Background: an optimization exercise with open tools, aiming at a short achievable clock period and few clock cycles. Do not read the settings as production practice.
The RTL was checked by simulation tests, not by an equivalence proof against the original design.

==> flow/design.v, too long to show whole: its modules and the start of the top module <==
// module perm_shuffle: 1296 lines
module perm_shuffle (
    input  wire        clk,
    input  wire        rst,        
    input  wire        start,      
    input  wire [7:0]  size,       
    input  wire [47:0] seed,       
    input  wire [6:0]  rd_idx,
    output wire        busy,
    output wire        done,
    output wire        err,
    output wire [6:0]  rd_data
);
  // ...
==> flow/run.sh <==
#!/bin/bash
# synth_recipe.tcl (not shown) runs the flow's synth.tcl, then flattens the netlist and writes it again
# the make line also repeats each setting of config.mk as NAME=value (left out here)
make -C /OpenROAD-flow-scripts/flow DESIGN_CONFIG=/design/flow/config.mk WORK_HOME=/design/flow/orfs CLKGATE_MAP_FILE= SYNTH_SCRIPT=/design/flow/synth_recipe.tcl finish
==> flow/config.mk <==
export PLATFORM = sky130hd
export DESIGN_NAME = perm_shuffle
export DESIGN_NICKNAME = perm_shuffle
export VERILOG_FILES = /design/flow/design.v
export SDC_FILE = /design/flow/constraint.sdc
export NUM_CORES = 4
export LEC_CHECK = 0
export ABC_CLOCK_PERIOD_IN_PS = 4000
export CAP_MARGIN = 20
export CELL_PAD_IN_SITES_DETAIL_PLACEMENT = 1
export CELL_PAD_IN_SITES_GLOBAL_PLACEMENT = 2
export CORE_MARGIN = 2
export CORE_UTILIZATION = 30
export PLACE_DENSITY = 0.45
export SETUP_SLACK_MARGIN = 5
export SLEW_MARGIN = 20
==> flow/constraint.sdc <==
create_clock -name core_clock -period 12.5 [get_ports {clk}]
set_input_delay 2.5000 -clock core_clock [delete_from_list [all_inputs] [get_ports {clk}]]
set_output_delay 2.5000 -clock core_clock [all_outputs]
set_load 0.01 [all_outputs]
==> metrics.md, run 1 <==
| Metric | Value |
|---|---|
| Max-slew violations | `0` |
| Status | `complete, no violations` |
| Synth Area per Inst | `9.78 um2` |
| Final setup viols | `0` |
| Synth Area in Adders | `32.4%` |
| Register Area | `0.0624 mm2` |
| Sequential element share of the synthesized area | `20.3%` |
| Die height | `1010 um` |
| Largest family of logic cells by synthesized area | `adder cells` |
| Drt pass-1 iters | `8` |
| GRT busiest layer | `met2` |
| Hold EP | `mB[21]$_DFF_P_` |
| Multiplexer area fraction after synthesis | `11.8%` |
| Most common cell after layout, fill and taps aside | `inv_1` |
| Hold_ws | `326 ps` |
| Sink Count | `2651` |
| Synth cell count leaders | `inv_1, fa_1, ha_1` |
| Share of cells above drive strength 1 | `13.5%` |
| Commonest cells after routing, fill and taps aside | `inv_1, fa_1, ha_1` |
| Layout area overhead | `12.5%` |
| Crit Path Class | `in2out` |
| Slew headroom | `10.0%` |
| Delay-heaviest family, CP | `multiplexers` |
| Final net count | `37000` |
| Worst-Skew Late Latency | `1190 ps` |
| Total GRT Usage | `39.9%` |
| CP required | `10000 ps` |
| Place WS | `3460 ps` |
| YS warnings | `1` |
| Fin. Hold Viols | `0` |
Testbench counts, summed over its fixed seeds: cycles 8,347.
==> inputs of run 2 (changes only) <==
--- a/flow/design.v
+++ b/flow/design.v
@@ -10,18 +10,16 @@
     output wire        err,
     output wire [6:0]  rd_data
 );
     localparam [47:0] LCG_MUL = 48'h0005DEECE66D;
     reg         busy_r, done_r, err_r;
     reg [7:0]   size_r;
     reg [4:0]   lastc;      
     reg [895:0] pm;         
-    reg [895:0] pr;         
-    reg         w_fin;      
     wire        accept = !busy_r && start;
     wire        legal  = (size <= 8'd128) && (size != 8'd0);
     reg         gvalid;
     reg [4:0]   gc;
     reg [1:0]   gsl;        
     reg [47:0]  B;
     wire        flush;
     wire [1:0]  k0;
@@ -1236,32 +1234,29 @@
                 3: if (w_act[3] && w_c == x / 4) begin w_we[x] = 1'b1; w_wd[7*x +: 7] = w_v3; end
             endcase
             if (w_act[0] && w_j0 == x) begin w_we[x] = 1'b1; w_wd[7*x +: 7] = {w_c, 2'd0}; end
             if (w_act[1] && w_j1 == x) begin w_we[x] = 1'b1; w_wd[7*x +: 7] = {w_c, 2'd1}; end
             if (w_act[2] && w_j2 == x) begin w_we[x] = 1'b1; w_wd[7*x +: 7] = {w_c, 2'd2}; end
             if (w_act[3] && w_j3 == x) begin w_we[x] = 1'b1; w_wd[7*x +: 7] = {w_c, 2'd3}; end
         end
     end
-    always @(posedge clk) begin
+    always @(posedge clk)
         for (x = 0; x < 128; x = x + 1)
             if (w_we[x]) pm[7*x +: 7] <= w_wd[7*x +: 7];
-        pr <= pm;
-    end
     always @(posedge clk) begin
         if (rst) begin
             busy_r <= 1'b0;
             done_r <= 1'b0;
             err_r  <= 1'b0;
             gvalid <= 1'b0;
             hvalid <= 1'b0;
             mvalid <= 1'b0;
             w_act  <= 0;
             w_last <= 1'b0;
-            w_fin  <= 1'b0;
         end else begin
             done_r <= accept && !legal;
             if (accept) begin
                 err_r  <= size > 8'd128;
                 busy_r <= legal;
                 gvalid <= legal && (size > 8'd4);
                 gc     <= 1;
                 gsl    <= 0;
@@ -1273,24 +1268,23 @@
                 gsl    <= 0;
                 gc     <= gc + 1'b1;
                 if (gc == lastc) gvalid <= 1'b0;
             end
             hvalid <= (accept && legal) || (gvalid && !flush);
             mvalid <= hvalid && !flush;
             w_act  <= m_act;
             w_last <= m_last;
-            w_fin  <= w_last;
-            if (w_fin) begin
+            if (w_last) begin
                 busy_r <= 1'b0;
                 done_r <= 1'b1;
             end
         end
         if (accept && legal) begin
             size_r <= size;
             lastc  <= (size - 8'd1) >> 2;
         end
     end
     assign busy    = busy_r;
     assign done    = done_r;
     assign err     = err_r;
-    assign rd_data = pr[7*rd_idx +: 7];
+    assign rd_data = pm[7*rd_idx +: 7];
 endmodule
==> run 2 against run 1 <==
Maximum frequency down 0.35%; cell count decreased by 4.1%; worst hold slack lost 16 ps; clock skew fell by 1.7 ps; via count down 1.9%; critical path depth grew 1; sequential share of layout area fell by 4.3 points; area after synthesis decreased by 5.8%.
==> metrics.md, run 2 <==
| Metric | Value |
|---|---|
| Status | `complete, no violations (unchanged)` |
| Sink Count | `1754 (was 2651)` |
| IO buf count | `75 (unchanged)` |
| Slew headroom | `6.77% (was 10.0%)` |
| Worst Path Arrival | `5500 ps (was 5470 ps)` |
| Placed Instances | `42500 (was 44100)` |
| H-tree levels | `5 (unchanged)` |
| Vias in the first global route | `276000 (was 283000)` |
| Initial antenna violation count | `300 (was 331)` |
| Worst Hold Depth | `0 (unchanged)` |
| Die X | `985 um (was 1010 um)` |
| Final net count | `36000 (was 37000)` |
| Max Cap Viol | `0 (unchanged)` |
| Crit Path Class | `in2out (unchanged)` |
| DPL Wire Length | `1580000 um (was 1620000 um)` |
| Critical path fanouts, max | `10 (was 7)` |
| Tcrit/Tclk final | `64.0% (was 63.8%)` |
| # hold bufs at CTS | `0 (unchanged)` |
| Reg-to-reg slack, setup | `4890 ps (was 5050 ps)` |
| Hold EP | `mz$_DFF_P_ (was mB[21]$_DFF_P_)` |
| Final setup viols | `0 (unchanged)` |
| Critical Path, Cell by Cell | `buf_16 > buf_4 > buf_12 > buf_12 > buf_16 > mux4_2 > mux4_2 > mux4_2 > mux2_4 > buf_6 (was buf_16 > buf_16 > buf_12 > buf_16 > mux4_2 > mux4_2 > mux4_2 > mux2_4 > buf_6)` |
| Reg clk slew, reported paths | `60 ps (about the same)` |
| Largest net degree at the start of global routing | `173 (was 128)` |
| DRT antenna net count | `0 (unchanged)` |
| Synth Area per Inst | `9.49 um2 (was 9.78 um2)` |
| YS warnings | `1 (unchanged)` |
| Post-route DRC | `0 (unchanged)` |
| Synth Flop Type | `edfxtp_1 (was dfxtp_1)` |
| Fmax | `125 MHz (about the same)` |
| Post-synth EDFFs | `917 (unchanged)` |
| CTS buffer count | `285 (was 367)` |
| Slowest CP cell | `mux4_2 (unchanged)` |
| Total GRT Usage | `41.2% (was 39.9%)` |
| Area of the core | `0.960 mm2 (was 1.02 mm2)` |
| CP required | `10000 ps (about the same)` |
| Yosys top cell area share | `24.3% (was 22.9%)` |
| Setup TNS | `0 ps (unchanged)` |
| Layout Skew | `137 ps (was 139 ps)` |
| Final WL | `2050000 um (was 2110000 um)` |
| RSZ-0062 raised after global routing | `yes (unchanged)` |
| DR vias | `272000 (was 277000)` |
| Layout area overhead | `11.5% (was 12.5%)` |
| DR iter-0 viols | `35600 (was 33300)` |
| CTS tree | `yes (unchanged)` |
| Initial core utilization | `30.1% (about the same)` |
| Fin. Hold Viols | `0 (unchanged)` |
| Element type at the critical path end | `output port (unchanged)` |
| WL/cell | `47.1 um (was 46.6 um)` |
| Post-route non-filler standard cell count | `43500 (was 45300)` |
| Synth cell count leaders | `inv_1, fa_1, ha_1 (unchanged)` |
| Clock root buffer | `clkbuf_16 (unchanged)` |
| Max Root-Sink Buffers | `5 (unchanged)` |
| Seq cells post-synth | `1754 (was 2651)` |
| CP dominant cell by count | `mux4_2` |
| Max reg flops | `896` |
| Hold_ws | `310 ps (was 326 ps)` |
| Grt ovf | `0 (unchanged)` |
| Hold Crit Start | `hz$_DFF_P_ (was hB[21]$_DFF_P_)` |
| Fin util | `33.5% (was 33.8%)` |
| Worst-Skew Late Latency | `1110 ps (was 1190 ps)` |
| Dominant cell type by area after synthesis | `fa_1 (unchanged)` |
| Placer Congestion | `1.03 (was 1.00)` |
| Post-Syn Area | `0.289 mm2 (was 0.306 mm2)` |
| Share of cells above drive strength 1 | `13.0% (was 13.5%)` |
| Register-to-Register Path Depth | `19 (was 13)` |
| Library cells used by synthesis | `103 (was 99)` |
| Sequential element share of the synthesized area | `15.4% (was 20.3%)` |
| Drt pass-1 iters | `8 (unchanged)` |
| Top-count cell post-synth | `inv_1 (unchanged)` |
| Async set or reset register ratio after synthesis | `0% (unchanged)` |
| Largest regs | `pm (896), B (48), mB (48) (was pm (896), pr (896))` |
| I/O pin cnt | `76 (unchanged)` |
| CP Launch Type | `primary input (unchanged)` |
| HP Class | `reg2reg (unchanged)` |
| Top post-synthesis cells by area | `fa_1, mux4_2, ha_1, edfxtp_1, inv_1 (was fa_1, dfxtp_1, mux4_2, ha_1, edfxtp_1)` |
| Reg with most FFs | `pm` |
| Vias per cell | `6.25 (was 6.11)` |
| Row count | `360 (was 371)` |
| Critical path's largest stage delay | `780 ps (was 620 ps)` |
| Commonest cells after routing, fill and taps aside | `inv_1, fa_1, ha_1 (unchanged)` |
| Die height | `985 um (was 1010 um)` |
| Reg2reg end | `B[21]$_DFF_P_ (was mt2_9[0]$_DFF_P_)` |
| Syn Nets | `36300 (was 37200)` |
| Reg-to-Reg Start | `B[1]$_DFF_P_ (was hS2[43]$_DFF_P_)` |
| Fin crit period | `8000 ps (was 7970 ps)` |
| Post-Syn Instances | `30400 (was 31300)` |
| Actual slew at the worst max-slew pin | `1400 ps (was 1340 ps)` |
| Die area | `0.970 mm2 (was 1.03 mm2)` |
| Max-slew violations | `0 (unchanged)` |
| First-pass GRT wire length | `2690000 um (was 2770000 um)` |
| Most common cell after layout, fill and taps aside | `inv_1 (unchanged)` |
-- run 2: changes by cell type in the layout (fill, tap and decap cells not counted), sizes merged, moves of 29 or more --
cell | before | now
o31ai | 186 | 226
nand3 | 442 | 375
clkinv | 143 | 103
buf | 1326 | 1297
a211oi | 316 | 270
a21o | 338 | 299
o22ai | 328 | 432
o21ai | 1717 | 1562
o32ai | 90 | 57
o211ai | 301 | 253
dfxtp | 1734 | 837
clkbuf | 517 | 361
a21oi | 1850 | 1944
inv | 4881 | 4931
-- run 2: how the worst max path moves through the flow --
stage | end | cells past startpoint | start | slack [ps]
detailed placement | rd_data[5] | 7 | rd_idx[0] | 3250
CTS | rd_data[5] | 10 | rd_idx[0] | 4590
finish | rd_data[2] | 10 | rd_idx[0] | 4500
global placement | rd_data[5] | 7 | rd_idx[0] | 3260
floorplan | B[45]$_DFF_P_ | 24 | B[0]$_DFFE_PP_ | 3850
global route | rd_data[2] | 10 | rd_idx[0] | 4520
-- run 2: through the flow --
stage	worst slack [ps]	cell area, um2
after floorplan	3850	289000
after global placement	3260	308000
after detailed placement	3250	308000
after CTS	4590	319000
after global routing	4520	321000
final	4500	322000
-- run 2: final cells by class --
type                       instances  area, um2
fill                          108000     638000
multi-input combinational      21700     220000
sequential                      1754      44500
inverter                        4971      18800
tap                            12900      16100
timing repair buffer            1333      11900
clock buffer                     359       7780
clock inverter                   127       1190
antenna                          320        801
-- run 2: worst max-delay path: cells and delay by family --
family | cells | cell delay (ps)
mux | 4 | 2150
buf+inv | 6 | 810
-- run 2: kinds of logic (layout without fill, tap and decap cells) --
group / count (synthesis) / count (layout) / share of synthesized area, %
AO/OA/AOI/OAI: 7626 / 7626 / 17.5
XOR/XNOR: 704 / 704 / 2.14
adder cells (fa/ha/maj): 5835 / 5835 / 34.4
buffers and inverters: 6919 / 6790 / 9.16
flip-flops: 1754 / 1754 / 15.4
multiplexers: 1761 / 1761 / 12.6
other: 0 / 320 / 0
AND/OR/NAND/NOR: 5812 / 5812 / 8.92
-- run 2: per-layer routing --
metal / wire length, um / global-route usage, %
met5: 870 / 0
met1: 802000 / 51.9
met3: 172000 / 9.05
met2: 909000 / 64.0
met4: 164000 / 26.6
-- run 2: what timing repair did --
action | in CTS | in global routing
setup endpoints to repair | 76 | 55
pin swaps | 4 | 19
gates cloned | 20 | 0
setup buffers | 91 | 62
gates resized for setup | 219 | 169
Testbench counts of run 2, summed over its fixed seeds: cycles 8,251.

-- separate check: timing with driven ports --
In the flow no input, the clock included, has a driving cell. The finished layouts below were timed again as built, in two steps. Step 1 assumes that a clkbuf_16 drives the clock port and a buf_2 every other input. Step 2 times the ports against the registers' clock, not the clock port: input delays grow and output delays shrink by t, the midpoint of the rising clock arrivals with the driver on. a / b / c = ideal ports / drivers / drivers and shift; a / b = the first two.
| run | t, ns | slack for setup (ns) | slew at the worst register clock pin (ns) |
|---|---|---|---|
| run 1 | 1.276 | 4.528 / 4.182 / 3.759 | 0.08 / 0.08 |
| run 2 | 1.217 | 4.500 / 4.098 / 3.738 | 0.08 / 0.08 |
After both steps every run listed still meets setup and hold. For run 1, which loses most, drivers alone change the setup slack by -0.346 ns; drivers and shift together by -0.769 ns.
